What follows belongs to an exercise in optimizing a design on an open flow for small area, a short achievable clock period and few clock cycles; a production flow would make more cautious choices.
Only simulation tests tie the RTL to the original design; equivalence was not proved.
Power figures rest on the tool's default switching activity, not on a simulated workload.

## flow/design.v (module list and top-level ports; edited modules follow where they fit)
// module phase_step: 69 lines
// module add_rc: 19 lines
// module osc_front: 29 lines
// module osc_mid: 14 lines
// module round24: 19 lines
// module sq_v: 769 lines
// module quant: 13 lines
// module ahb1_refill: 95 lines
module ahb1_refill (
    input  wire        clk,
    input  wire        rst,         
    input  wire        start,       
    input  wire        half,        
    input  wire        depth32,     
    input  wire        wave,        
    input  wire [31:0] inc,         
    output wire        ready,
    output wire        done,
    output wire [31:0] phase,
    output wire        mem_we,
    output wire [9:0]  mem_addr,
    output wire [15:0] mem_wdata
);
  // ...
==> flow/run.sh <==
#!/bin/bash
# synth_recipe.tcl (not shown) runs the flow's synth.tcl, then flattens the netlist and writes it again
# the make line also repeats each setting of config.mk as NAME=value (left out here)
make -C /OpenROAD-flow-scripts/flow DESIGN_CONFIG=/design/flow/config.mk WORK_HOME=/design/flow/orfs CLKGATE_MAP_FILE= SYNTH_SCRIPT=/design/flow/synth_recipe.tcl finish
==> flow/config.mk <==
export PLATFORM = sky130hd
export DESIGN_NAME = ahb1_refill
export DESIGN_NICKNAME = ahb1_refill
export VERILOG_FILES = /design/flow/design.v
export SDC_FILE = /design/flow/constraint.sdc
export NUM_CORES = 4
export LEC_CHECK = 0
export CAP_MARGIN = 20
export CORE_MARGIN = 2
export CORE_UTILIZATION = 30
export PLACE_DENSITY = 0.45
export SLEW_MARGIN = 20
==> flow/constraint.sdc <==
create_clock -name core_clock -period 100.0 [get_ports {clk}]
set_input_delay 20.0000 -clock core_clock [delete_from_list [all_inputs] [get_ports {clk}]]
set_output_delay 20.0000 -clock core_clock [all_outputs]
set_load 0.01 [all_outputs]
==> metrics.md, run 1 <==
| Metric | Value |
|---|---|
| Status | `timing/DRC/antenna clean` |
| Detailed route wirelength on metal3 | `~6.3 mm` |
| Sw Ratio | `a little over half` |
| Initial core utilization | `30.1%` |
| Sequential share of cell area | `11.5%` |
| Metal-1 WL | `~56 mm` |
| Post-route cell area | `33,300 sq um` |
| Yosys cell types | `between 100 and 150` |
| CP max-delay cell | `dfxtp_1` |
| Placement Cell Area | `between 30,000 and 40,000 sq um` |
| Post-route worst setup slack | `78.00 ns` |
| GR Layer Usage met3 | `around 2.4%` |
| Setup Fix Bufs, Post-CTS | `0` |
| Sequential cell area | `between 3000 and 4000 sq um` |
| Sequential power share | `between 10% and 20%` |
| Largest net degree at the start of global routing | `around 70` |
| Syn Inst Count | `3,982` |
| Worst reg-to-reg setup slack | `around 81 ns` |
| IO Count | `99` |
| Synth top area share | `approximately 16%` |
| Top_reg_cell synth | `dfxtp_1` |
| Mux contribution to synthesized area | `about 4.8%` |
| DIE WIDTH | `323 microns` |
| DR vias/cell | `around 5.6` |
| Post-synth EDFFs | `51` |
| Syn Area/Cell | `7.67 sq um` |
| Synth cell count leaders | `nand2_1, nor2_1, inv_1, fa_1, a21oi_1` |
| CP required | `approximately 80 ns` |
| CTS buffer count | `17` |
| Max Cap Viol | `0` |
| Die area | `roughly 100,000 sq um` |
| Post-DRT Antenna Nets | `0` |
| CP max FO | `10` |
| Logic power comb | `between 0.2 and 0.3 mW` |
| Htree depth | `4` |
| Top Consumer | `combinational cells` |
| Critical-path cell list | `clkdlybuf4s50_1` |
Testbench counts, summed over its fixed seeds: cycles 49,544.
==> module phase_step, before the edit <==
module phase_step (
    input  wire [29:0] p,       
    input  wire [30:0] inc,     
    output reg  [29:0] pn       
);
    wire [7:0]  ep = {1'b0, p[29:23]};
    wire [7:0]  ei = inc[30:23];
    wire [7:0]  epe = (ep == 8'd0) ? 8'd1 : ep;
    wire [7:0]  eie = (ei == 8'd0) ? 8'd1 : ei;
    wire [23:0] mp = {ep != 8'd0, p[22:0]};
    wire [23:0] mi = {ei != 8'd0, inc[22:0]};
    wire [7:0]  d_ip = eie - epe;
    wire [7:0]  d_pi = epe - eie;
    wire        ip   = (eie > epe);
    wire [7:0]  d    = ip ? d_ip : d_pi;
    wire [7:0]  ex   = ip ? eie : epe;
    wire [23:0] mx   = ip ? mi : mp;
    wire [23:0] mz   = ip ? mp : mi;
    reg  [25:0] v;
    reg         st;
    integer     k;
    always @* begin
        v  = {mz, 2'b00};
        st = 1'b0;
        for (k = 0; k < 5; k = k + 1)
            if (d[k]) begin
                st = st | (|(v & ((26'd1 << (1 << k)) - 26'd1)));
                v  = v >> (1 << k);
            end
        if (d[7:5] != 3'd0) begin
            v  = 26'd0;
            st = |mz;
        end
    end
    wire [26:0] sum = {1'b0, mx, 2'b00} + {1'b0, v[25:1], v[0] | st};
    reg  [23:0] m;
    reg         g, s, rnd;
    reg  [24:0] mr;
    reg  [8:0]  eq, en;
    reg  [22:0] f, fn;
    reg  [4:0]  lz, kk;
    integer     i;
    always @* begin
        if (sum[26]) begin
            m = sum[26:3]; g = sum[2]; s = sum[1] | sum[0];
        end else begin
            m = sum[25:2]; g = sum[1]; s = sum[0];
        end
        rnd = g & (s | m[0]);
        mr  = {1'b0, m} + {24'd0, rnd};
        if (mr[24] | mr[23])
            eq = {1'b0, ex} + {8'd0, sum[26]} + {8'd0, mr[24]};
        else
            eq = 9'd0;
        kk = eq[4:0] + 5'd1;                
        f  = mr[22:0] & (23'h7FFFFF >> kk);
        lz = 5'd0;
        for (i = 0; i <= 22; i = i + 1)
            if (f[i]) lz = 5'd22 - i[4:0];
        fn = f << lz;
        en = eq - 9'd1 - {4'd0, lz};
        if (eq < 9'd127)
            pn = {eq[6:0], mr[22:0]};
        else if (eq >= 9'd150 || f == 23'd0)
            pn = 30'd0;
        else
            pn = {en[6:0], fn[21:0], 1'b0};
    end
endmodule
==> module osc_front, before the edit <==
module osc_front (
    input  wire [29:0] p,
    output wire [25:0] r         
);
    wire [6:0]  ep = p[29:23];
    wire [6:0]  ee = (ep == 7'd0) ? 7'd1 : ep;
    wire [24:0] A  = {ep != 7'd0, p[22:0], 1'b0};    
    wire [6:0]  rs  = 7'd126 - ee;
    reg  [25:0] v;               
    reg         st;              
    integer     k;
    always @* begin
        v  = {A, 1'b0};
        st = 1'b0;
        for (k = 0; k < 5; k = k + 1)
            if (rs[k]) begin
                st = st | (|(v & ((26'd1 << (1 << k)) - 26'd1)));
                v  = v >> (1 << k);
            end
        if (rs[6:5] != 2'd0) begin
            v  = 26'd0;
            st = 1'b1;
        end
    end
    wire [24:0] P  = v[25:1] + {24'd0, v[0] & (st | v[1])};
    wire [24:0] N  = 25'h1000000 - {1'b0, P[23:0]};
    wire [23:0] wh = P[23] ? N[23:0] : {1'b0, P[22:0]};
    assign r = {P[24], P[23], wh};
endmodule
==> module osc_mid, before the edit <==
module osc_mid (
    input  wire [25:0] r,
    input  wire        wave,
    output wire        sign,
    output wire [46:0] V
);
    wire [23:0] wh = r[23:0];
    wire        same = (r[25] == r[24]);
    wire [24:0] sabs = same ? (25'h1000000 - {1'b0, wh}) : {1'b0, wh};
    wire [46:0] vsin;
    sq_v u_sq (.a(wh), .v(vsin));
    assign sign = wave ? ~same : ~r[25];
    assign V    = wave ? vsin : {sabs, 22'd0};
endmodule
==> module round24, before the edit <==
module round24 (
    input  wire [46:0] V,
    output wire [46:0] Y
);
    reg  [46:0] sm;
    integer     i;
    always @* begin
        sm[46] = V[46];
        for (i = 45; i >= 0; i = i - 1)
            sm[i] = sm[i + 1] | V[i];
    end
    wire [46:0] drop  = {24'd0, sm[46:24]};            
    wire [46:0] isg   = drop & ~{1'b0, drop[46:1]};     
    wire [46:0] islsb = {drop[45:0], 1'b0} & ~drop;     
    wire        G     = |(V & isg);
    wire        St    = |(V & drop & ~isg);
    wire        L     = |(V & islsb);
    assign Y = (V & ~drop) + ((G & (St | L)) ? islsb : 47'd0);
endmodule
==> module quant, before the edit <==
module quant (
    input  wire        sign,
    input  wire [46:0] Y,
    input  wire        depth32,
    output wire [31:0] q
);
    wire        b32 = {Y[14:0], 31'd0} < Y;
    wire        b16 = {Y[30:0], 15'd0} < Y;
    wire        b   = depth32 ? b32 : b16;
    wire [31:0] H   = depth32 ? Y[46:15] : {16'd0, Y[46:31]};
    wire [31:0] R   = H - {31'd0, b} - {31'd0, sign};
    assign q = R ^ {32{sign}};
endmodule
==> module ahb1_refill, before the edit <==
module ahb1_refill (
    input  wire        clk,
    input  wire        rst,         
    input  wire        start,       
    input  wire        half,        
    input  wire        depth32,     
    input  wire        wave,        
    input  wire [31:0] inc,         
    output wire        ready,
    output wire        done,
    output wire [31:0] phase,
    output wire        mem_we,
    output wire [9:0]  mem_addr,
    output wire [15:0] mem_wdata
);
    reg        idle_r;      
    reg        done_r;
    reg        pre_r;       
    reg        we_r;
    reg [9:0]  addr_r;      
    reg [15:0] wd_r;
    reg [29:0] ph_r;        
    reg [30:0] inc_r;       
    reg        depth_r;
    reg        wave_r;
    reg [25:0] r1;          
    reg [47:0] r2;
    wire [29:0] ph_next;
    phase_step u_step (.p(ph_r), .inc(inc_r), .pn(ph_next));
    wire [25:0] front;
    osc_front u_front (.p(ph_r), .r(front));
    wire        mid_sign;
    wire [46:0] mid_v;
    osc_mid u_mid (.r(r1), .wave(wave_r), .sign(mid_sign), .V(mid_v));
    wire [46:0] y;
    round24 u_round (.V(r2[46:0]), .Y(y));
    wire [31:0] q;
    quant u_quant (.sign(r2[47]), .Y(y), .depth32(depth_r), .q(q));
    always @(posedge clk) begin
        r1 <= front;
        r2 <= {mid_sign, mid_v};
    end
    wire [9:0] a_perm = depth_r ? {addr_r[9:2], addr_r[0], addr_r[1]} : addr_r;
    wire [9:0] a_inc  = a_perm + 10'd1;
    wire [9:0] a_next = depth_r ? {a_inc[9:2], a_inc[0], a_inc[1]} : a_inc;
    wire [9:0] a_t    = we_r ? a_next : addr_r;       
    wire       last   = depth_r ? (addr_r[8:0] == 9'h1FF) : (addr_r[7:0] == 8'hFF);
    wire       hi     = depth_r & ~a_t[0];
    wire       adv    = pre_r ? ~depth_r
                      : depth_r ? (a_t[1:0] == 2'b10)
                      : (a_t[0] & (a_t[7:0] != 8'hFF));
    wire [15:0] word  = hi ? q[31:16] : q[15:0];
    assign ready     = idle_r;
    assign done      = done_r;
    assign phase     = {2'b00, ph_r};
    assign mem_we    = we_r;
    assign mem_addr  = addr_r;
    assign mem_wdata = wd_r;
    always @(posedge clk) begin
        if (rst) begin
            idle_r <= 1'b1;
            done_r <= 1'b0;
            pre_r  <= 1'b0;
            we_r   <= 1'b0;
            ph_r   <= 30'd0;
        end else begin
            done_r <= 1'b0;
            pre_r  <= 1'b0;
            if (idle_r) begin
                if (start) begin
                    idle_r <= 1'b0;
                    pre_r  <= 1'b1;
                end
            end else if (we_r && last) begin
                idle_r <= 1'b1;
                done_r <= 1'b1;
                we_r   <= 1'b0;
            end else begin
                if (!pre_r) we_r <= 1'b1;
                if (adv) ph_r <= ph_next;
            end
        end
    end
    always @(posedge clk) begin
        if (idle_r) begin
            inc_r   <= inc[30:0];
            depth_r <= depth32;
            wave_r  <= wave;
            addr_r  <= {half & depth32, half & ~depth32, 8'd0};
        end else begin
            addr_r  <= a_t;
            wd_r    <= word;
        end
    end
endmodule
==> run 2: changes to the inputs <==
--- a/flow/design.v
+++ b/flow/design.v
@@ -2,5 +2,8 @@
     input  wire [29:0] p,       
     input  wire [30:0] inc,     
-    output reg  [29:0] pn       
+    input  wire        smp,     
+    output reg  [29:0] pn,      
+    output wire [25:0] vs,
+    output wire        sts
 );
     wire [7:0]  ep = {1'b0, p[29:23]};
@@ -16,54 +19,57 @@
     wire [7:0]  ex   = ip ? eie : epe;
     wire [23:0] mx   = ip ? mi : mp;
-    wire [23:0] mz   = ip ? mp : mi;
+    wire [7:0]  rs  = 8'd126 - epe;
+    wire [23:0] msh = (ip | smp) ? mp : mi;
+    wire [7:0]  dsh = smp ? rs : d;
     reg  [25:0] v;
     reg         st;
     integer     k;
     always @* begin
-        v  = {mz, 2'b00};
+        v  = {msh, 2'b00};
         st = 1'b0;
         for (k = 0; k < 5; k = k + 1)
-            if (d[k]) begin
+            if (dsh[k]) begin
                 st = st | (|(v & ((26'd1 << (1 << k)) - 26'd1)));
                 v  = v >> (1 << k);
             end
-        if (d[7:5] != 3'd0) begin
+        if (dsh[7:5] != 3'd0) begin
             v  = 26'd0;
-            st = |mz;
+            st = |msh;
         end
     end
-    wire [26:0] sum = {1'b0, mx, 2'b00} + {1'b0, v[25:1], v[0] | st};
-    reg  [23:0] m;
-    reg         g, s, rnd;
-    reg  [24:0] mr;
-    reg  [8:0]  eq, en;
-    reg  [22:0] f, fn;
-    reg  [4:0]  lz, kk;
-    integer     i;
+    assign vs  = v;
+    assign sts = st;
+    wire [23:0] s24;
+    wire        c24;
+    add_cs #(.W(24), .B(8)) u_add (.a(mx), .b(v[25:2]), .ci(1'b0), .s(s24), .co(c24));
+    wire        s_lo = v[0] | st;
+    wire [23:0] m   = c24 ? {1'b1, s24[23:1]} : s24;
+    wire        g   = c24 ? s24[0] : v[1];
+    wire        s   = c24 ? (v[1] | s_lo) : s_lo;
+    wire        rnd = g & (s | m[0]);
+    wire [23:0] mr;
+    wire        mco;
+    inc_blk #(.W(24), .B(6)) u_rnd (.x(m), .c(rnd), .y(mr), .co(mco));
+    wire [8:0]  eq = (mco | mr[23]) ? ({1'b0, ex} + {8'd0, c24} + {8'd0, mco}) : 9'd0;
+    wire [4:0]  kk   = eq[4:0] + 5'd1;               
+    wire [22:0] f    = mr[22:0] & (23'h7FFFFF >> kk);
+    wire        z4 = ~|f[22:7];
+    wire [22:0] n1 = z4 ? {f[6:0], 16'd0} : f;
+    wire        z3 = ~|n1[22:15];
+    wire [22:0] n2 = z3 ? {n1[14:0], 8'd0} : n1;
+    wire        z2 = ~|n2[22:19];
+    wire [22:0] n3 = z2 ? {n2[18:0], 4'd0} : n2;
+    wire        z1 = ~|n3[22:21];
+    wire [22:0] n4 = z1 ? {n3[20:0], 2'd0} : n3;
+    wire        z0 = ~n4[22];
+    wire [22:0] n5 = z0 ? {n4[21:0], 1'b0} : n4;
+    wire [8:0]  en = eq - 9'd1 - {4'd0, z4, z3, z2, z1, z0};
     always @* begin
-        if (sum[26]) begin
-            m = sum[26:3]; g = sum[2]; s = sum[1] | sum[0];
-        end else begin
-            m = sum[25:2]; g = sum[1]; s = sum[0];
-        end
-        rnd = g & (s | m[0]);
-        mr  = {1'b0, m} + {24'd0, rnd};
-        if (mr[24] | mr[23])
-            eq = {1'b0, ex} + {8'd0, sum[26]} + {8'd0, mr[24]};
-        else
-            eq = 9'd0;
-        kk = eq[4:0] + 5'd1;                
-        f  = mr[22:0] & (23'h7FFFFF >> kk);
-        lz = 5'd0;
-        for (i = 0; i <= 22; i = i + 1)
-            if (f[i]) lz = 5'd22 - i[4:0];
-        fn = f << lz;
-        en = eq - 9'd1 - {4'd0, lz};
         if (eq < 9'd127)
             pn = {eq[6:0], mr[22:0]};
-        else if (eq >= 9'd150 || f == 23'd0)
+        else if (eq >= 9'd150 || !n5[22])
             pn = 30'd0;
         else
-            pn = {en[6:0], fn[21:0], 1'b0};
+            pn = {en[6:0], n5[21:0], 1'b0};
     end
 endmodule
@@ -87,32 +93,72 @@
     assign co = c[W];
 endmodule
-module osc_front (
-    input  wire [29:0] p,
-    output wire [25:0] r         
+module add_cs #(parameter W = 24, parameter B = 8) (
+    input  wire [W-1:0] a,
+    input  wire [W-1:0] b,
+    input  wire         ci,
+    output wire [W-1:0] s,
+    output wire         co
 );
-    wire [6:0]  ep = p[29:23];
-    wire [6:0]  ee = (ep == 7'd0) ? 7'd1 : ep;
-    wire [24:0] A  = {ep != 7'd0, p[22:0], 1'b0};    
-    wire [6:0]  rs  = 7'd126 - ee;
-    reg  [25:0] v;               
-    reg         st;              
-    integer     k;
-    always @* begin
-        v  = {A, 1'b0};
-        st = 1'b0;
-        for (k = 0; k < 5; k = k + 1)
-            if (rs[k]) begin
-                st = st | (|(v & ((26'd1 << (1 << k)) - 26'd1)));
-                v  = v >> (1 << k);
+    localparam NB = (W + B - 1) / B;
+    wire [NB:0] c;
+    assign c[0] = ci;
+    genvar k;
+    generate
+        for (k = 0; k < NB; k = k + 1) begin : blk
+            localparam LO = k * B;
+            localparam HI = (LO + B > W) ? W : LO + B;
+            if (k == 0) begin : first
+                add_rc #(.W(HI - LO)) u (.a(a[HI-1:LO]), .b(b[HI-1:LO]), .ci(c[0]),
+                                         .s(s[HI-1:LO]), .co(c[1]));
+            end else begin : sel
+                wire [HI-LO-1:0] s0, s1;
+                wire             c0, c1;
+                add_rc #(.W(HI - LO)) u0 (.a(a[HI-1:LO]), .b(b[HI-1:LO]), .ci(1'b0), .s(s0), .co(c0));
+                add_rc #(.W(HI - LO)) u1 (.a(a[HI-1:LO]), .b(b[HI-1:LO]), .ci(1'b1), .s(s1), .co(c1));
+                assign s[HI-1:LO] = c[k] ? s1 : s0;
+                assign c[k + 1]   = c[k] ? c1 : c0;
             end
-        if (rs[6:5] != 2'd0) begin
-            v  = 26'd0;
-            st = 1'b1;
         end
-    end
-    wire [24:0] P  = v[25:1] + {24'd0, v[0] & (st | v[1])};
-    wire [24:0] N  = 25'h1000000 - {1'b0, P[23:0]};
-    wire [23:0] wh = P[23] ? N[23:0] : {1'b0, P[22:0]};
-    assign r = {P[24], P[23], wh};
+    endgenerate
+    assign co = c[NB];
+endmodule
+module inc_blk #(parameter W = 24, parameter B = 6) (
+    input  wire [W-1:0] x,
+    input  wire         c,
+    output wire [W-1:0] y,
+    output wire         co
+);
+    localparam NB = (W + B - 1) / B;
+    wire [NB:0] cb;
+    assign cb[0] = c;
+    genvar k, i;
+    generate
+        for (k = 0; k < NB; k = k + 1) begin : blk
+            localparam LO = k * B;
+            localparam HI = (LO + B > W) ? W : LO + B;
+            wire [HI-LO:0] pc;
+            assign pc[0] = cb[k];
+            for (i = LO; i < HI; i = i + 1) begin : bit_
+                assign y[i]          = x[i] ^ pc[i - LO];
+                assign pc[i - LO + 1] = pc[i - LO] & x[i];
+            end
+            assign cb[k + 1] = cb[k] & (&x[HI-1:LO]);
+        end
+    endgenerate
+    assign co = cb[NB];
+endmodule
+module osc_front (
+    input  wire [25:0] v,        
+    input  wire        st,       
+    output wire [25:0] r         
+);
+    wire [24:0] sh  = v[25:1];
+    wire        rnd = v[0] & (st | v[1]);
+    wire        c23 = rnd & (&sh[22:0]);
+    wire        p23 = sh[23] ^ c23;
+    wire        p24 = sh[24] | (sh[23] & c23);
+    wire [23:0] wh;
+    inc_blk #(.W(24), .B(24)) u_inc (.x(sh[23:0] ^ {24{p23}}), .c(p23 ^ rnd), .y(wh), .co());
+    assign r = {p24, p23, wh};
 endmodule
 module osc_mid (
@@ -124,5 +170,6 @@
     wire [23:0] wh = r[23:0];
     wire        same = (r[25] == r[24]);
-    wire [24:0] sabs = same ? (25'h1000000 - {1'b0, wh}) : {1'b0, wh};
+    wire [24:0] sabs;
+    inc_blk #(.W(24), .B(24)) u_neg (.x(wh ^ {24{same}}), .c(same), .y(sabs[23:0]), .co(sabs[24]));
     wire [46:0] vsin;
     sq_v u_sq (.a(wh), .v(vsin));
@@ -134,18 +181,21 @@
     output wire [46:0] Y
 );
-    reg  [46:0] sm;
+    reg  [46:23] sm;
     integer     i;
     always @* begin
         sm[46] = V[46];
-        for (i = 45; i >= 0; i = i - 1)
+        for (i = 45; i >= 23; i = i - 1)
             sm[i] = sm[i + 1] | V[i];
     end
-    wire [46:0] drop  = {24'd0, sm[46:24]};            
-    wire [46:0] isg   = drop & ~{1'b0, drop[46:1]};     
-    wire [46:0] islsb = {drop[45:0], 1'b0} & ~drop;     
-    wire        G     = |(V & isg);
-    wire        St    = |(V & drop & ~isg);
-    wire        L     = |(V & islsb);
-    assign Y = (V & ~drop) + ((G & (St | L)) ? islsb : 47'd0);
+    wire [22:0] drop = sm[46:24];                        
+    wire [22:0] isg  = sm[46:24] & ~{1'b0, sm[46:25]};   
+    wire [22:0] isl  = sm[45:23] & ~sm[46:24];           
+    wire        G    = |(V[22:0] & isg);
+    wire        St   = |(V[21:0] & sm[46:25]);
+    wire        L    = |(V[23:1] & isl);
+    wire        rnd  = G & (St | L);
+    wire [46:0] t;
+    inc_blk #(.W(47), .B(8)) u_inc (.x({V[46:23], V[22:0] | drop}), .c(rnd), .y(t), .co());
+    assign Y = {t[46:23], t[22:0] & ~drop};
 endmodule
 module sq_v (
@@ -922,12 +972,24 @@
     input  wire [46:0] Y,
     input  wire        depth32,
-    output wire [31:0] q
+    input  wire        hiw,
+    output wire [15:0] w
 );
     wire        b32 = {Y[14:0], 31'd0} < Y;
     wire        b16 = {Y[30:0], 15'd0} < Y;
     wire        b   = depth32 ? b32 : b16;
-    wire [31:0] H   = depth32 ? Y[46:15] : {16'd0, Y[46:31]};
-    wire [31:0] R   = H - {31'd0, b} - {31'd0, sign};
-    assign q = R ^ {32{sign}};
+    wire        d0  = b ^ sign;
+    wire        d1  = b & sign;
+    wire [15:0] hl  = Y[30:15];      
+    wire [15:0] hh  = Y[46:31];      
+    wire        br  = (~|hl[15:1]) & ((~hl[0] & (d0 | d1)) | (hl[0] & d1));
+    wire        lo  = depth32 & ~hiw;
+    wire [15:0] x   = lo ? hl : hh;
+    wire        e0  = hiw ? br : d0;
+    wire        e1  = hiw ? 1'b0 : d1;
+    wire        bo0 = ~x[0] & e0;
+    wire [14:0] nr;
+    inc_blk #(.W(15), .B(5)) u_dec (.x(~x[15:1]), .c(e1 | bo0), .y(nr), .co());
+    wire [15:0] r   = {~nr, x[0] ^ e0};
+    assign w = r ^ {16{sign}};
 endmodule
 module ahb1_refill (
@@ -959,7 +1021,10 @@
     reg [47:0] r2;
     wire [29:0] ph_next;
-    phase_step u_step (.p(ph_r), .inc(inc_r), .pn(ph_next));
+    wire [25:0] sv;
+    wire        sst;
+    wire        adv;
+    phase_step u_step (.p(ph_r), .inc(inc_r), .smp(~adv), .pn(ph_next), .vs(sv), .sts(sst));
     wire [25:0] front;
-    osc_front u_front (.p(ph_r), .r(front));
+    osc_front u_front (.v(sv), .st(sst), .r(front));
     wire        mid_sign;
     wire [46:0] mid_v;
@@ -967,6 +1032,7 @@
     wire [46:0] y;
     round24 u_round (.V(r2[46:0]), .Y(y));
-    wire [31:0] q;
-    quant u_quant (.sign(r2[47]), .Y(y), .depth32(depth_r), .q(q));
+    wire        hi;
+    wire [15:0] word;
+    quant u_quant (.sign(r2[47]), .Y(y), .depth32(depth_r), .hiw(hi), .w(word));
     always @(posedge clk) begin
         r1 <= front;
@@ -978,9 +1044,9 @@
     wire [9:0] a_t    = we_r ? a_next : addr_r;       
     wire       last   = depth_r ? (addr_r[8:0] == 9'h1FF) : (addr_r[7:0] == 8'hFF);
-    wire       hi     = depth_r & ~a_t[0];
-    wire       adv    = pre_r ? ~depth_r
+    assign     hi     = depth_r & ~a_t[0];
+    wire       ld     = depth_r ? ~a_t[1] : ~a_t[0];
+    assign     adv    = pre_r ? ~depth_r
                       : depth_r ? (a_t[1:0] == 2'b10)
                       : (a_t[0] & (a_t[7:0] != 8'hFF));
-    wire [15:0] word  = hi ? q[31:16] : q[15:0];
     assign ready     = idle_r;
     assign done      = done_r;
@@ -1022,5 +1088,5 @@
         end else begin
             addr_r  <= a_t;
-            wd_r    <= word;
+            if (ld) wd_r <= word;
         end
     end
--- a/flow/config.mk
+++ b/flow/config.mk
@@ -6,7 +6,8 @@
 export NUM_CORES = 4
 export LEC_CHECK = 0
+export ABC_AREA = 1
 export CAP_MARGIN = 20
 export CORE_MARGIN = 2
-export CORE_UTILIZATION = 30
-export PLACE_DENSITY = 0.45
+export CORE_UTILIZATION = 60
+export PLACE_DENSITY = 0.7
 export SLEW_MARGIN = 20
==> run 2 against run 1 <==
Effect of this change:
- largest power group unchanged
- combinational power grew 7.2%
- flip-flop and latch count is the same
- setup slack lost 0.44 ns
- still clean on timing, DRC and antenna
- via count shrank 27%
- power grew 8.3%
- non-clock buffer count shrank 40
- final area shrank 22%
- critical path depth grew 93
- utilization grew 32 points
- fmax shrank 2.0%
- sequential power grew 19%
==> metrics.md, run 2 <==
| Metric | Value |
|---|---|
| Status | `timing/DRC/antenna clean (unchanged)` |
| Final WL | `71.3 mm (was 121 mm)` |
| CP max-delay cell | `o21ai_0 (was dfxtp_1)` |
| VDD IR max | `0.0269 mV (was 0.0104 mV)` |
| Largest net degree at the start of global routing | `73 (was 72)` |
| Leakage | `11.4 nW (was 12.2 nW)` |
| Post-DRT Antenna Nets | `0 (unchanged)` |
| Max Root-Sink Buffers | `2 (unchanged)` |
| Ys Warns | `3 (was 4)` |
| Worst hold-check slack | `0.508 ns (was 0.481 ns)` |
| Synthesized area | `24,000 sq um (was 30,500 sq um)` |
| HPWL Detailed | `56.9 mm (was 92.6 mm)` |
| CP Capture Type | `register (was output port)` |
| Biggest regs | `r2 x47, inc_r x31, ph_r x30 (unchanged)` |
| Cells after DPL | `3,730 (was 5,265)` |
| Clock-pin transition on the worst setup and hold timing paths | `0.08 ns (was 0.07 ns)` |
| Post-route worst setup slack | `77.56 ns (was 78.00 ns)` |
| Area delta synth->final | `7.68% (was 9.01%)` |
| HP Class | `reg -> reg (unchanged)` |
| Most frequent cells in the layout | `nand2_1, inv_1, nand3_1 (was nand2_1, nor2_1, inv_1)` |
| Initial core utilization | `60.6% (was 30.1%)` |
| Top_reg_cell synth | `dfxtp_1 (unchanged)` |
| Number of global-route vias before repair | `21.4k (was 29.2k)` |
| Die area | `41,600 sq um (was 104,000 sq um)` |
| Post-synth EDFFs | `51 (unchanged)` |
| Worst reg-to-reg setup slack | `77.56 ns (was 81.46 ns)` |
| Reg with most FFs | `r2 (unchanged)` |
| RSZ-0062 raised after global routing | `false (unchanged)` |
| CTS buffer count | `17 (unchanged)` |
| Fin crit period | `22.44 ns (was 22.00 ns)` |
| Synth top area share | `21.6% (was 15.8%)` |
| N_diodes | `0 (was 1)` |
| CP peak stage delay | `0.67 ns (was 0.83 ns)` |
| Yosys cell types | `63 (was 129)` |
| CP required | `100.33 ns (was 80.00 ns)` |
| TritonCTS clock tree | `done (unchanged)` |
| Fin. Hold Viols | `0 (unchanged)` |
| Final setup fails | `0 (unchanged)` |
| Period utilization | `22.4% (was 22.0%)` |
| Syn Inst Count | `3,213 (was 3,982)` |
| Non-Filler Instances | `3,762 (was 5,298)` |
| Pre-CTS WS | `77.82 ns (was 78.53 ns)` |
| IO Count | `99 (unchanged)` |
| DR vias/cell | `5.82 (was 5.63)` |
| CP Class | `reg -> reg (was reg -> out)` |
| Starting DRT DRC Count | `1,817 (was 2,611)` |
| Fraction of layout cells with a size suffix above 1 | `5.44% (was 6.29%)` |
| DRC | `0 (unchanged)` |
| Worst Skew | `0.0138 ns (was 0.0169 ns)` |
| GP Congestion | `0.997 (was 0.966)` |
| Syn Area/Cell | `7.46 sq um (was 7.67 sq um)` |
| Drt wl/cell | `18.9 microns (was 22.8 microns)` |
| Crit-path most repeated cell | `fa_1` |
| Port buffer count | `95 (unchanged)` |
| Synth cell count leaders | `nand2_1, inv_1, nand3_1, fa_1, ha_1 (was nand2_1, nor2_1, inv_1, fa_1, a21oi_1)` |
| Max reg flops | `47 (unchanged)` |
| Max_slew headroom | `40.2% (was 32.2%)` |
| Final layout net count | `3,774 (was 4,377)` |
| Final Total Pwr | `0.477 mW (was 0.440 mW)` |
| Power per cell area | `18.5 nW/um^2 (was 13.2 nW/um^2)` |
| Worst Max-Slew Pin Slew | `0.897 ns (was 1.01 ns)` |
| CTS resizes | `0 (unchanged)` |
| Htree depth | `4 (unchanged)` |
| Clk root buf | `clkbuf_16 (unchanged)` |
| Setup Fix Bufs, Post-CTS | `0 (unchanged)` |
| GRT Total Usage | `34.8% (was 23.0%)` |
| GRT Residual Overflow | `0 (unchanged)` |
| Fin util | `65.2% (was 32.9%)` |
| Placement Cell Area | `25,200 sq um (was 32,700 sq um)` |
| Via count | `21.9k (was 29.8k)` |
| Commonest non-fill, non-tap cell in the layout | `nand2_1 (unchanged)` |
| Seq/Total Area, Yosys | `16.0% (was 12.6%)` |
| Core Box Area | `39,500 sq um (was 101,000 sq um)` |
| Hold-fix buffers, CTS | `0 (unchanged)` |
| Synth area leader | `fa_1 (unchanged)` |
| Sink Count | `166 (unchanged)` |
| Chip Height | `204 microns (was 323 microns)` |
| Fmax | `44.6 MHz (was 45.5 MHz)` |
| Worst skew pair latency | `0.47 ns (was 0.50 ns)` |
| Cell Rows | `73 (was 117)` |
| DIE WIDTH | `204 microns (was 323 microns)` |
| #FFs+latches synth | `166 (unchanged)` |
| CP max FO | `72 (was 10)` |
| Most frequent cell after synthesis | `nand2_1 (unchanged)` |
| Pre-Repair DR Iteration Count | `5 (was 6)` |
| Post-route cell area | `25,800 sq um (was 33,300 sq um)` |
| Wire length of the first global-routing pass | `113 mm (was 184 mm)` |
| WP data arrival | `22.76 ns (was 2.00 ns)` |
| Ranking of synthesized cells by area | `fa_1, ha_1, nand2_1 (was fa_1, nand2_1, dfxtp_1)` |
| Async S/R FF share, synth | `0% (unchanged)` |
| Startpoint class of the critical path | `register (unchanged)` |
| Fillers | `3,498 (was 11.1k)` |
| Antenna violations before repair | `0 (was 2)` |
| Final setup TNS | `0 ns (unchanged)` |
| Max Cap Viol | `0 (unchanged)` |
| Slew Limit Fails | `0 (unchanged)` |
-- run 2: cell count changes in the layout (fill, tap and decap cells not counted), sizes merged, moves of 65 or more --
cell,change
a211oi,-66
a21oi,-123
and2,-65
ha,+71
inv,+237
nand2,+242
nand3,+207
nor2,-126
nor3,-102
o21ai,-84
xnor2,-127
-- run 2: layer usage --
| metal | part of all wire, % | global-route usage (%) | up-vias |
|---|---|---|---|
| met5 | 0 | 0 | - |
| met4 | 3.0 | 11.7 | 0 |
| met3 | 8.1 | 6.95 | 146 |
| met2 | 48 | 58.3 | 890 |
| met1 | 41 | 45.2 | 10558 |
| li1 | - | - | 10290 |
-- run 2: logic make-up (layout without fill, tap and decap cells) --
logic type / count (synthesis) / count (layout) / share of synthesized area (%)
flip-flops: 166 / 166 / 16.0
AO/OA/AOI/OAI: 299 / 299 / 7.12
adder cells (fa/ha/maj): 512 / 512 / 34.8
other: 1 / 2 / 0.0156
multiplexers: 27 / 27 / 1.13
buffers and inverters: 628 / 651 / 10.4
AND/OR/NAND/NOR: 1492 / 1492 / 27.3
XOR/XNOR: 88 / 88 / 3.22
-- run 2: final timing paths --
path / from / cells after the start / end
max: ph_r[24] / 94 / ph_r[27]
min: r1[25] / 1 / r2[47]
max reg2reg: ph_r[24] / 94 / ph_r[27]
min reg2reg: r1[25] / 1 / r2[47]
-- run 2: cell type report --
cell class,count,area [sq um],share of cell area [%]
Sequential cell,166,3830,14.9
Timing Repair Buffer,130,1210,4.68
Inverter,489,1840,7.12
Clock buffer,18,439,1.70
Multi-Input combinational cell,2420,17700,68.4
Tap cell,525,657,2.55
Clock inverter,14,173,0.669
-- run 2: where the power goes --
group          total, mW  switching (mW)  internal [mW]
sequential        0.0949          0.0130         0.0820
clock             0.0677          0.0332         0.0345
combinational      0.314           0.207          0.108
total              0.477           0.253          0.224
-- run 2: worst max-delay path, delay by kind of cell (launching register included) --
family	cells	cell delay, ns
fa+ha+maj	32	10.29
simple gates	34	5.60
compound gates	13	3.51
buf+inv	13	2.27
flops	1	0.43
xor+xnor	2	0.17
Testbench counts of run 2, summed over its fixed seeds: cycles 49,544.
==> run 3: changes to the inputs <==
--- a/flow/design.v
+++ b/flow/design.v
@@ -113,7 +113,8 @@
             end else begin : sel
                 wire [HI-LO-1:0] s0, s1;
-                wire             c0, c1;
+                wire             c0, c1, ca;
                 add_rc #(.W(HI - LO)) u0 (.a(a[HI-1:LO]), .b(b[HI-1:LO]), .ci(1'b0), .s(s0), .co(c0));
-                add_rc #(.W(HI - LO)) u1 (.a(a[HI-1:LO]), .b(b[HI-1:LO]), .ci(1'b1), .s(s1), .co(c1));
+                inc_blk #(.W(HI - LO), .B(HI - LO)) u1 (.x(s0), .c(1'b1), .y(s1), .co(ca));
+                assign c1         = c0 | ca;
                 assign s[HI-1:LO] = c[k] ? s1 : s0;
                 assign c[k + 1]   = c[k] ? c1 : c0;
==> run 3 against run 2 <==
Effect of this change:
- first-iteration DRC count is 4.9% higher
- flip-flop and latch count stayed put
- largest cell class unchanged
- hold slack worse by 0.015 ns
- still clean on timing, DRC and antenna
==> metrics.md, run 3 <==
| Metric | Value |
|---|---|
| Status | `timing/DRC/antenna clean (unchanged)` |
| Fmax | `46.1 MHz (was 44.6 MHz)` |
| Worst reg-to-reg setup slack | `80.77 ns (was 77.56 ns)` |
| CP delay by family, top | `buffers and inverters (was adder cells)` |
| Async S/R FF share, synth | `0% (unchanged)` |
| Period utilization | `21.7% (was 22.4%)` |
| Hold-fix buffers, CTS | `0 (unchanged)` |
| CP required | `80.00 ns (was 100.33 ns)` |
| Synth area leader | `fa_1 (unchanged)` |
| Post-synth EDFFs | `51 (unchanged)` |
| DIE WIDTH | `205 microns (was 204 microns)` |
| CP max-delay cell | `clkdlybuf4s50_1 (was o21ai_0)` |
| GRT Residual Overflow | `0 (unchanged)` |
| Synthesized area | `24,200 sq um (was 24,000 sq um)` |
| Power per cell area | `21.7 nW/um^2 (was 18.5 nW/um^2)` |
| Htree depth | `4 (unchanged)` |
| Via count | `22.2k (was 21.9k)` |
| Syn Inst Count | `3,242 (was 3,213)` |
| Starting DRT DRC Count | `1,906 (was 1,817)` |
| CP Capture Type | `output port (was register)` |
| CP Class | `reg -> out (was reg -> reg)` |
| Synth top area share | `21.4% (was 21.6%)` |
| Post-route worst setup slack | `78.30 ns (was 77.56 ns)` |
| Worst path bufs/invs | `1 (was 13)` |
| CTS buffer count | `17 (unchanged)` |
| Max reg flops | `47 (unchanged)` |
| Final layout net count | `3,806 (was 3,774)` |
| Area delta synth->final | `7.26% (was 7.68%)` |
| DRC | `0 (unchanged)` |
| Biggest regs | `r2 x47, inc_r x31, ph_r x30 (unchanged)` |
| HP Class | `reg -> reg (unchanged)` |
| Wire length of the first global-routing pass | `114 mm (was 113 mm)` |
| Startpoint class of the critical path | `register (unchanged)` |
| Cell Rows | `73 (unchanged)` |
| Chip Height | `205 microns (was 204 microns)` |
| Yosys cell types | `66 (was 63)` |
| Antenna violations before repair | `0 (unchanged)` |
| Final setup TNS | `0 ns (unchanged)` |
| Drt wl/cell | `19.0 microns (was 18.9 microns)` |
| DR vias/cell | `5.86 (was 5.82)` |
| Port buffer count | `95 (unchanged)` |
| Fin crit period | `21.70 ns (was 22.44 ns)` |
| Worst hold-check slack | `0.493 ns (was 0.508 ns)` |
| Max_slew headroom | `26.4% (was 40.2%)` |
| Fin util | `65.3% (was 65.2%)` |
| Worst Skew | `0.00688 ns (was 0.0138 ns)` |
| Seq/Total Area, Yosys | `15.8% (was 16.0%)` |
| Critical-path cell list | `clkdlybuf4s50_1` |
| Most frequent cell after synthesis | `nand2_1 (unchanged)` |
| HPWL Detailed | `56.6 mm (was 56.9 mm)` |
| Ys Warns | `3 (unchanged)` |
| Max Root-Sink Buffers | `2 (unchanged)` |
| Setup Fix Bufs, Post-CTS | `0 (unchanged)` |
| Core Box Area | `39,800 sq um (was 39,500 sq um)` |
| Leakage | `11.6 nW (was 11.4 nW)` |
| Die area | `42,000 sq um (was 41,600 sq um)` |
| RSZ-0062 raised after global routing | `false (unchanged)` |
| Final setup fails | `0 (unchanged)` |
| Most frequent cells in the layout | `nand2_1, inv_1, nand3_1 (unchanged)` |
| Pre-Repair DR Iteration Count | `7 (was 5)` |
| VDD IR max | `0.0369 mV (was 0.0269 mV)` |
| GRT Total Usage | `34.7% (was 34.8%)` |
| Final WL | `71.8 mm (was 71.3 mm)` |
| Post-DRT Antenna Nets | `0 (unchanged)` |
| CP max FO | `7 (was 72)` |
| Fraction of layout cells with a size suffix above 1 | `5.41% (was 5.44%)` |
| Placement Cell Area | `25,400 sq um (was 25,200 sq um)` |
| Sink Count | `166 (unchanged)` |
| N_diodes | `0 (unchanged)` |
| Worst skew pair latency | `0.45 ns (was 0.47 ns)` |
| Reg with most FFs | `r2 (unchanged)` |
| Initial core utilization | `60.9% (was 60.6%)` |
| Ranking of synthesized cells by area | `fa_1, ha_1, nand2_1 (unchanged)` |
| TritonCTS clock tree | `done (unchanged)` |
| Clk root buf | `clkbuf_16 (unchanged)` |
| Fin. Hold Viols | `0 (unchanged)` |
| CP peak stage delay | `0.63 ns (was 0.67 ns)` |
| Slew Limit Fails | `0 (unchanged)` |
| Syn Area/Cell | `7.48 sq um (was 7.46 sq um)` |
| Clock-pin transition on the worst setup and hold timing paths | `0.07 ns (was 0.08 ns)` |
| GP Congestion | `1.05 (was 0.997)` |
| Number of global-route vias before repair | `21.9k (was 21.4k)` |
| Pre-CTS WS | `78.56 ns (was 77.82 ns)` |
| Commonest non-fill, non-tap cell in the layout | `nand2_1 (unchanged)` |
| CTS resizes | `0 (unchanged)` |
| Top_reg_cell synth | `dfxtp_1 (unchanged)` |
| Largest net degree at the start of global routing | `69 (was 73)` |
| Post-route cell area | `26,000 sq um (was 25,800 sq um)` |
| WP data arrival | `1.70 ns (was 22.76 ns)` |
| Synth cell count leaders | `nand2_1, inv_1, nand3_1, ha_1, fa_1 (was nand2_1, inv_1, nand3_1, fa_1, ha_1)` |
| #FFs+latches synth | `166 (unchanged)` |
| Worst Max-Slew Pin Slew | `1.10 ns (was 0.897 ns)` |
| IO Count | `99 (unchanged)` |
| Max Cap Viol | `0 (unchanged)` |
==> run 3: changes by cell type after synthesis, moves of 8 or more <==
cell | before | now
inv_1 | 461 | 450
clkbuf_1 | 90 | 98
o21ai_0 | 123 | 142
a21oi_1 | 88 | 99
mux2i_1 | 27 | 19
nor2_1 | 165 | 146
ha_1 | 253 | 267
==> run 3: power by group <==
part	internal, mW	switching, mW
logic	0.133	0.265
clock network	0.0399	0.0288
registers	0.0821	0.0139
==> run 3: cell families after synthesis <==
group	after synthesis	share of synthesized area, %
adders and majority gates	526	35.2
and+or+nand+nor	1480	26.9
muxes	20	0.831
buffers and inverters	634	10.5
DFF	166	15.8
AOI/OAI and AO/OA	323	7.47
xor gates and xnor gates	92	3.32
other	1	0.0155
==> run 3: final timing paths <==
kind / startpoint / to / cells after the start
min reg2reg: r1[23] / r2[46] / 1
max: ph_r[24] / phase[24] / 1
max reg2reg: ph_r[24] / ph_r[29] / 81
min: r1[23] / r2[46] / 1
==> run 3: final cells by class <==
cell class,count,area (sq um)
clock buffer,23,489
clock inverter,9,114
fill,3497,13800
inverter,487,1840
multi-input combinational,2443,17900
sequential,166,3830
tap,525,657
timing repair buffer,127,1190
==> run 3: metal layers <==
metal  part of all wire [%]  wire length, microns  GRT usage [%]  up-vias
met5                      0                     0              0        -
met4                    4.7                  3380           14.4        0
met3                    6.7                  4810           4.85      192
met2                     49                 35200           61.0      939
met1                     40                 28400           42.7    10649
li1                       -                     -              -    10385
==> run 3: metrics by stage <==
| step | power, mW | std cells |
|---|---|---|
| after floorplan | 0.391 | 3243 |
| after global placement | 0.479 | 3748 |
| after detailed placement | 0.485 | 3748 |
| after CTS | 0.556 | 3780 |
| after global routing | 0.613 | 3780 |
| final | 0.563 | 3780 |
Testbench counts of run 3, summed over its fixed seeds: cycles 49,544.
==> run 4: changes to the inputs <==
==> flow/flow/run.sh (new file) <==
#!/bin/bash
# The standard layout (the standard.sh), with two changes to how it is
# made: the ports are buffered with buf_2 rather than the resizer's default
# choice, and repair_timing aims at a setup slack of at least
# SETUP_SLACK_MARGIN ns at the design's own clock period and constraints.
set -euo pipefail
export SETUP_SLACK_MARGIN=79
export BUFFER_PORTS_ARGS="-buffer_cell sky130_fd_sc_hd__buf_2"
bash standard.sh > standard_flow.log 2>&1
==> flow/standard.sh (new file) <==
#!/bin/bash
# synth_recipe.tcl (not shown) runs the flow's synth.tcl, then flattens the netlist and writes it again
# the make line also repeats each setting of config.mk as NAME=value (left out here)
make -C /OpenROAD-flow-scripts/flow DESIGN_CONFIG=/design/flow/config.mk WORK_HOME=/design/flow/orfs CLKGATE_MAP_FILE= SYNTH_SCRIPT=/design/flow/synth_recipe.tcl "${@:-finish}"
removed: flow/run.sh
==> run 4 against run 3 <==
Effect of this change:
- hold slack lost 0.0082 ns
- still clean on timing, DRC and antenna
- setup slack gained 0.64 ns
- global-route usage grew 0.56 points
- highest routed layer unchanged
- die area is the same
- clock skew grew 0.0058 ns
- register-to-register slack gained 0.69 ns
- non-clock buffer count grew 31
- critical endpoint is now mem_addr[8]
- via count grew 0.56%
- fmax grew 3.0%
- first-iteration DRC count shrank 1.5%
- final area shrank 0.57%
- power is essentially flat
==> metrics.md, run 4 <==
| Metric | Value |
|---|---|
| Reg2reg end | `ph_r[29] (unchanged)` |
| Most frequent cell after synthesis | `nand2_1 (unchanged)` |
| Top_reg_cell synth | `dfxtp_1 (unchanged)` |
| CP peak stage delay | `0.43 ns (was 0.63 ns)` |
| CP max-delay cell | `edfxtp_1 (was clkdlybuf4s50_1)` |
| Worst path bufs/invs | `1 (unchanged)` |
| IO Count | `99 (unchanged)` |
| Ys Warns | `3 (unchanged)` |
| CTS buffer count | `17 (unchanged)` |
| Starting DRT DRC Count | `1,877 (was 1,906)` |
| Cell Rows | `73 (unchanged)` |
| Fin util | `64.9% (was 65.3%)` |
| Clock-pin transition on the worst setup and hold timing paths | `0.07 ns (about the same)` |
| Synth cell count leaders | `nand2_1, inv_1, nand3_1, ha_1, fa_1 (unchanged)` |
| Fin. Hold Viols | `0 (unchanged)` |
| Post-route worst setup slack | `78.94 ns (was 78.30 ns)` |
| HPWL Detailed | `57.4 mm (was 56.6 mm)` |
| Ranking of synthesized cells by area | `fa_1, ha_1, nand2_1 (unchanged)` |
| Port buffer count | `95 (unchanged)` |
| HP Class | `reg -> reg (unchanged)` |
| Final WL | `73.2 mm (was 71.8 mm)` |
| Most frequent cells in the layout | `nand2_1, inv_1, nand3_1 (unchanged)` |
| Worst Hold Depth | `1 (unchanged)` |
| Biggest regs | `r2 x47, inc_r x31, ph_r x30 (unchanged)` |
| TritonCTS clock tree | `done (unchanged)` |
| Power per cell area | `21.8 nW/um^2 (was 21.7 nW/um^2)` |
| Yosys cell types | `66 (unchanged)` |
| Worst Max-Slew Pin Slew | `0.950 ns (was 1.10 ns)` |
| Initial core utilization | `60.9% (unchanged)` |
| RSZ-0062 raised after global routing | `true (was false)` |
| Slew Limit Fails | `0 (unchanged)` |
| CP Class | `reg -> out (unchanged)` |
| Fin crit period | `21.06 ns (was 21.70 ns)` |
| Startpoint class of the critical path | `register (unchanged)` |
| Wire length of the first global-routing pass | `115 mm (was 114 mm)` |
| Drt wl/cell | `19.2 microns (was 19.0 microns)` |
| Number of global-route vias before repair | `21.9k (about the same)` |
| Hold-critical path endpoint | `r2[47] (was r2[46])` |
| FF-to-FF path depth | `83 (was 81)` |
| Post-DRT Antenna Nets | `0 (unchanged)` |
| Worst r2r src | `ph_r[24] (unchanged)` |
| WP data arrival | `1.06 ns (was 1.70 ns)` |
| CP Capture Type | `output port (unchanged)` |
| CP required | `80.00 ns (about the same)` |
| Critical-path cell list | `buf_2 (was clkdlybuf4s50_1)` |
| Max Cap Viol | `0 (unchanged)` |
| DRC | `0 (unchanged)` |
| Hold Crit Start | `r1[25] (was r1[23])` |
| N_diodes | `0 (unchanged)` |
| Seq/Total Area, Yosys | `15.8% (unchanged)` |
| Sink Count | `166 (unchanged)` |
| Area delta synth->final | `6.65% (was 7.26%)` |
| Worst reg-to-reg setup slack | `81.46 ns (was 80.77 ns)` |
| Syn Inst Count | `3,242 (unchanged)` |
| Worst skew pair latency | `0.45 ns (about the same)` |
| Die area | `42,000 sq um (unchanged)` |
| GRT Residual Overflow | `0 (unchanged)` |
| DIE WIDTH | `205 microns (unchanged)` |
| Reg with most FFs | `r2 (unchanged)` |
| Core Box Area | `39,800 sq um (unchanged)` |
| Final setup fails | `0 (unchanged)` |
| DR vias/cell | `5.85 (was 5.86)` |
| Async S/R FF share, synth | `0% (unchanged)` |
| Max Root-Sink Buffers | `2 (unchanged)` |
| Period utilization | `21.1% (was 21.7%)` |
| Post-route cell area | `25,900 sq um (was 26,000 sq um)` |
| Chip Height | `205 microns (unchanged)` |
| CP max FO | `2 (was 7)` |
| Largest net degree at the start of global routing | `69 (unchanged)` |
| Placement Cell Area | `24,900 sq um (was 25,400 sq um)` |
| Pre-Repair DR Iteration Count | `7 (unchanged)` |
| Leakage | `11.9 nW (was 11.6 nW)` |
| Htree depth | `4 (unchanged)` |
| Pre-CTS WS | `78.80 ns (was 78.56 ns)` |
| VDD IR max | `0.0381 mV (was 0.0369 mV)` |
| Via count | `22.3k (was 22.2k)` |
| Post-synth EDFFs | `51 (unchanged)` |
| Clk root buf | `clkbuf_16 (unchanged)` |
| Syn Area/Cell | `7.48 sq um (unchanged)` |
| Synthesized area | `24,200 sq um (unchanged)` |
| Non-Filler Instances | `3,810 (was 3,780)` |
| Hold-fix buffers, CTS | `0 (unchanged)` |
| #FFs+latches synth | `166 (unchanged)` |
| GP Congestion | `1.05 (about the same)` |
| CP delay by family, top | `flip-flops (was buffers and inverters)` |
| Status | `timing/DRC/antenna clean (unchanged)` |
| Synth area leader | `fa_1 (unchanged)` |
| Final layout net count | `3,837 (was 3,806)` |
| Synth top area share | `21.4% (unchanged)` |
| Antenna violations before repair | `0 (unchanged)` |
| Commonest non-fill, non-tap cell in the layout | `nand2_1 (unchanged)` |
| Max reg flops | `47 (unchanged)` |
| Worst Skew | `0.0127 ns (was 0.00688 ns)` |
| Cells after DPL | `3,749 (was 3,748)` |
| Fmax | `47.5 MHz (was 46.1 MHz)` |
| Max_slew headroom | `36.7% (was 26.4%)` |
| Fraction of layout cells with a size suffix above 1 | `10.4% (was 5.41%)` |
| Final setup TNS | `0 ns (unchanged)` |
| GRT Total Usage | `35.3% (was 34.7%)` |
## run 4: per-layer routing
layer	share of wire, %	GRT usage (%)
met3	7.4	5.60
met1	39	42.7
met2	49	61.6
met4	4.7	15.9
met5	0	0
## run 4: through the flow
| step | hold WS (ns) | power (mW) |
|---|---|---|
| CTS | 0.499 | 0.554 |
| detailed placement | 0.490 | 0.484 |
| global route | 0.518 | 0.612 |
| floorplan | 0.433 | 0.391 |
| global placement | 0.476 | 0.475 |
| finish | 0.485 | 0.563 |
## run 4: what timing repair did
action	4_1_cts	5_1_grt
setup endpoints to repair	44	33
pin swaps	0	0
resized for setup	59	10
buffers inserted	13	17
## run 4: layout make-up
class	instances	area, sq um
clock buffer	20	459
clock inverter	11	114
multi-input combinational	2443	17900
tap	525	657
timing repair buffer	158	948
inverter	487	1840
fill	3511	14000
sequential	166	3960
## run 4: cell families after synthesis
family	Yosys count	synth area share, %
AND/OR/NAND/NOR	1480	26.9
buffers and inverters	634	10.5
flip-flops	166	15.8
AO/OA/AOI/OAI	323	7.47
other	1	0.0155
XOR/XNOR	92	3.32
adder cells (fa/ha/maj)	526	35.2
multiplexers	20	0.831
## run 4: worst max path at each step
stage / from / to / slack, ns / cells after the start
after floorplan: idle_r / ready / 79.29 / 0
after global placement: rst / ph_r[22] / 78.80 / 4
after detailed placement: rst / ph_r[25] / 78.80 / 4
after CTS: wd_r[0] / mem_wdata[0] / 78.93 / 1
after global routing: addr_r[8] / mem_addr[8] / 78.91 / 1
final: addr_r[8] / mem_addr[8] / 78.94 / 1
## run 4: where the power goes
group	leakage (nW)	total, mW	switching (mW)	internal, mW
logic	10.2	0.401	0.270	0.132
clock network	0.285	0.0667	0.0303	0.0364
registers	1.46	0.0948	0.0123	0.0826
total	11.9	0.563	0.312	0.251
==> run 5: changes to the inputs <==
--- a/flow/design.v
+++ b/flow/design.v
@@ -113,8 +113,7 @@
             end else begin : sel
                 wire [HI-LO-1:0] s0, s1;
-                wire             c0, c1, ca;
+                wire             c0, c1;
                 add_rc #(.W(HI - LO)) u0 (.a(a[HI-1:LO]), .b(b[HI-1:LO]), .ci(1'b0), .s(s0), .co(c0));
-                inc_blk #(.W(HI - LO), .B(HI - LO)) u1 (.x(s0), .c(1'b1), .y(s1), .co(ca));
-                assign c1         = c0 | ca;
+                add_rc #(.W(HI - LO)) u1 (.a(a[HI-1:LO]), .b(b[HI-1:LO]), .ci(1'b1), .s(s1), .co(c1));
                 assign s[HI-1:LO] = c[k] ? s1 : s0;
                 assign c[k + 1]   = c[k] ? c1 : c0;
==> run 5 against run 4 <==
Effect of this change:
- non-clock buffer count up 11
- still clean on timing, DRC and antenna
- utilization up 0.54 points
- sequential share of layout area about the same
- clock skew up 0.0056 ns
- highest routed layer unchanged
==> metrics.md, run 5 <==
| Metric | Value |
|---|---|
| Via count | `21.9k (was 22.3k)` |
| Syn Inst Count | `3,213 (was 3,242)` |
| Post-synth EDFFs | `51 (unchanged)` |
| Die area | `41,600 sq um (was 42,000 sq um)` |
| Final setup TNS | `0 ns (unchanged)` |
| Combinational share of power | `66.2% (was 71.3%)` |
| Synth cell count leaders | `nand2_1, inv_1, nand3_1, fa_1, ha_1 (was nand2_1, inv_1, nand3_1, ha_1, fa_1)` |
| P_int | `0.223 mW (was 0.251 mW)` |
| Met2 WL | `33.5 mm (was 36.1 mm)` |
| Clk root buf | `clkbuf_16 (unchanged)` |
| Most frequent cell after synthesis | `nand2_1 (unchanged)` |
| Biggest regs | `r2 x47, inc_r x31, ph_r x30 (unchanged)` |
| Syn Area/Cell | `7.46 sq um (was 7.48 sq um)` |
| CP delay by family, top | `flip-flops (unchanged)` |
| CP required | `80.00 ns (about the same)` |
| TritonCTS clock tree | `done (unchanged)` |
| Ranking of synthesized cells by area | `fa_1, ha_1, nand2_1 (unchanged)` |
| Max_slew headroom | `36.9% (was 36.7%)` |
| Synth area leader | `fa_1 (unchanged)` |
| Top_reg_cell synth | `dfxtp_1 (unchanged)` |
| DIE WIDTH | `204 microns (was 205 microns)` |
| Wire length of the first global-routing pass | `113 mm (was 115 mm)` |
| Psw | `0.254 mW (was 0.312 mW)` |
| CP max-delay cell | `edfxtp_1 (unchanged)` |
| Fin. Hold Viols | `0 (unchanged)` |
| Startpoint class of the critical path | `register (unchanged)` |
| Max reg flops | `47 (unchanged)` |
| Seq/Total Area, Yosys | `16.0% (was 15.8%)` |
| Post-route worst setup slack | `78.99 ns (was 78.94 ns)` |
| Clock share of power | `14.3% (was 11.8%)` |
| Worst Max-Slew Pin Slew | `0.946 ns (was 0.950 ns)` |
| Post-DRT Antenna Nets | `0 (unchanged)` |
| Period utilization | `21.0% (was 21.1%)` |
| Number of global-route vias before repair | `21.1k (was 21.9k)` |
| Ys Warns | `3 (unchanged)` |
| CP Class | `reg -> out (unchanged)` |
| #FFs+latches synth | `166 (unchanged)` |
| Status | `timing/DRC/antenna clean (unchanged)` |
| Worst skew pair latency | `0.46 ns (was 0.45 ns)` |
| DR top layer | `met4 (unchanged)` |
| GP Congestion | `0.946 (was 1.05)` |
| Metal-1 WL | `29.9 mm (was 28.2 mm)` |
| IO Count | `99 (unchanged)` |
| Area delta synth->final | `8.03% (was 6.65%)` |
| HP Class | `reg -> reg (unchanged)` |
| N_diodes | `0 (unchanged)` |
| GRT Total Usage | `35.0% (was 35.3%)` |
| DRC | `0 (unchanged)` |
| Max Cap Viol | `0 (unchanged)` |
| Synth top area share | `21.6% (was 21.4%)` |
| Antenna violations before repair | `0 (unchanged)` |
| Pre-Repair DR Iteration Count | `6 (was 7)` |
| Worst path depth | `1 (unchanged)` |
| Most frequent cells in the layout | `nand2_1, inv_1, nand3_1 (unchanged)` |
| CTS buffer count | `17 (unchanged)` |
| Cell Rows | `73 (unchanged)` |
| Largest net degree at the start of global routing | `73 (was 69)` |
| Core Box Area | `39,500 sq um (was 39,800 sq um)` |
| Max Root-Sink Buffers | `2 (unchanged)` |
| Fraction of layout cells with a size suffix above 1 | `11.1% (was 10.4%)` |
| Final WL | `71.5 mm (was 73.2 mm)` |
| Worst reg-to-reg setup slack | `79.98 ns (was 81.46 ns)` |
| Sw Ratio | `53.2% (was 55.5%)` |
| DR vias/cell | `5.76 (was 5.85)` |
| Final setup fails | `0 (unchanged)` |
| Fillers | `3,565 (was 3,511)` |
| Leakage | `11.7 nW (was 11.9 nW)` |
| Async S/R FF share, synth | `0% (unchanged)` |
| Drt wl/cell | `18.8 microns (was 19.2 microns)` |
| Clock-pin transition on the worst setup and hold timing paths | `0.07 ns (about the same)` |
| Final layout net count | `3,813 (was 3,837)` |
| Fmax | `47.6 MHz (was 47.5 MHz)` |
| Critical-path cell list | `buf_2 (unchanged)` |
| Worst Hold Depth | `1 (unchanged)` |
| Sequential power share | `19.5% (was 16.8%)` |
| Yosys cell types | `63 (was 66)` |
| WP data arrival | `1.01 ns (was 1.06 ns)` |
| Detailed route wirelength on metal3 | `5.89 mm (was 5.41 mm)` |
| CP Capture Type | `output port (unchanged)` |
| Htree depth | `4 (unchanged)` |
| CP max FO | `2 (unchanged)` |
| Worst path bufs/invs | `1 (unchanged)` |
| Sink Count | `166 (unchanged)` |
| Commonest non-fill, non-tap cell in the layout | `nand2_1 (unchanged)` |
| Starting DRT DRC Count | `2,074 (was 1,877)` |
| HPWL Detailed | `56.4 mm (was 57.4 mm)` |
| Power per cell area | `18.4 nW/um^2 (was 21.8 nW/um^2)` |
| Synthesized area | `24,000 sq um (was 24,200 sq um)` |
| RSZ-0062 raised after global routing | `true (unchanged)` |
| Reg with most FFs | `r2 (unchanged)` |
| Fin crit period | `21.01 ns (was 21.06 ns)` |
| Slew Limit Fails | `0 (unchanged)` |
| FF-to-FF path depth | `94 (was 83)` |
| Hold-fix buffers, CTS | `0 (unchanged)` |
| VDD IR max | `0.0209 mV (was 0.0381 mV)` |
| Port buffer count | `95 (unchanged)` |
| Pre-CTS WS | `77.95 ns (was 78.80 ns)` |
| Chip Height | `204 microns (was 205 microns)` |
| Worst Skew | `0.0183 ns (was 0.0127 ns)` |
| Initial core utilization | `60.6% (was 60.9%)` |
| GRT Residual Overflow | `0 (unchanged)` |
| CP peak stage delay | `0.40 ns (was 0.43 ns)` |
## run 5: cell count changes in the layout (fill, tap and decap cells not counted), sizes merged, moves of 8 or more
cell | previous run | this run
mux2i | 19 | 27
ha | 267 | 253
a21oi | 100 | 90
nor2 | 178 | 197
o21ai | 164 | 146
buf | 158 | 169
## run 5: what timing repair did
action                     in CTS  in global routing
setup endpoints to repair      76                 55
buffers inserted               18                 21
gates resized for setup        83                 29
pin swaps                       0                  2
## run 5: kinds of logic (layout without fill, tap and decap cells)
| kind of cell | after synthesis | count (layout) | synth area share [%] |
|---|---|---|---|
| mux | 27 | 27 | 1.13 |
| other cells | 1 | 2 | 0.0156 |
| flops | 166 | 166 | 16.0 |
| fa+ha+maj | 512 | 512 | 34.8 |
| simple gates | 1492 | 1492 | 27.3 |
| xor+xnor | 88 | 88 | 3.22 |
| buf+inv | 628 | 690 | 10.4 |
| compound gates | 299 | 299 | 7.12 |
## run 5: path summary, 6_finish.rpt
check / start / endpoint
max: addr_r[8] / mem_addr[8]
max reg2reg: ph_r[24] / ph_r[9]
min: r1[25] / r2[47]
min reg2reg: r1[25] / r2[47]
## run 5: power groups by stage
| stage | clock (mW) | combinational [mW] | sequential, mW |
|---|---|---|---|
| detailed placement | 0 | 0.304 | 0.0953 |
| finish | 0.0680 | 0.316 | 0.0932 |
| CTS | 0.0692 | 0.308 | 0.0931 |
| global placement | 0 | 0.297 | 0.0951 |
| floorplan | 0 | 0.226 | 0.0923 |
| global route | 0.0721 | 0.353 | 0.0939 |
## run 5: area by class of cell
cell class | count | area, sq um | area share [%]
Clock buffer | 18 | 429 | 1.66
Clock inverter | 14 | 174 | 0.672
Inverter | 489 | 1850 | 7.13
Multi-Input combinational cell | 2420 | 17700 | 68.5
Sequential cell | 166 | 3980 | 15.4
Tap cell | 525 | 657 | 2.54
Timing Repair Buffer | 169 | 1060 | 4.10
## run 5: metrics by stage
stage / std cells / hold slack (ns) / area, sq um / util, % / total power, mW
finish: 3801 / 0.485 / 25900 / 65.5 / 0.477
floorplan: 3214 / 0.433 / 24000 / - / 0.318
CTS: 3780 / 0.489 / 25600 / 64.8 / 0.470
global placement: 3730 / 0.469 / 24700 / 62.5 / 0.392
global route: 3801 / 0.505 / 25900 / 65.5 / 0.519
detailed placement: 3730 / 0.473 / 24700 / 62.5 / 0.399
## run 5: layer usage
layer | GRT usage (%) | vias to the layer above
met3 | 6.03 | 131
li1 | - | 10391
met5 | 0 | -
met4 | 11.5 | 0
met1 | 47.0 | 10499
met2 | 57.3 | 854
Testbench counts of run 5, summed over its fixed seeds: cycles 49,544.

port drivers added, routing unchanged:
How much do the figures lean on ideal ports? The routed layouts below were timed once more, with nothing changed but the port constraints. Step 1 assumes that a clkbuf_16 drives the clock port and a buf_2 every other input. Step 2, shift: input delay + t, output delay - t, t = (earliest + latest rising clock arrival at the registers) / 2. This alone moves slack from input paths to output paths. Three values: no drivers, after step 1, after step 2; two values: the first two.
| run | t, ns | setup WS [ns] | worst setup path at the end | worst slew at a driven data input, ns | cell pins on the clock port's net |
|---|---|---|---|---|---|
| run 1 | 0.552 | 78.004 / 77.940 / 78.491 | register to output | 0.06 | 1 |
| run 2 | 0.515 | 77.563 / 77.563 / 77.563 | register to register | 0.05 | 1 |
| run 3 | 0.496 | 78.304 / 78.251 / 78.513 | input to register | 0.06 | 1 |
| run 4 | 0.499 | 78.944 / 78.892 / 78.676 | input to register | 0.05 | 1 |
| run 5 | 0.513 | 78.986 / 78.927 / 78.734 | input to register | 0.05 | 1 |
After both steps setup and hold are still met in every run listed. For run 4, which loses most, drivers alone change the setup slack by -0.052 ns; drivers and shift together by -0.268 ns.
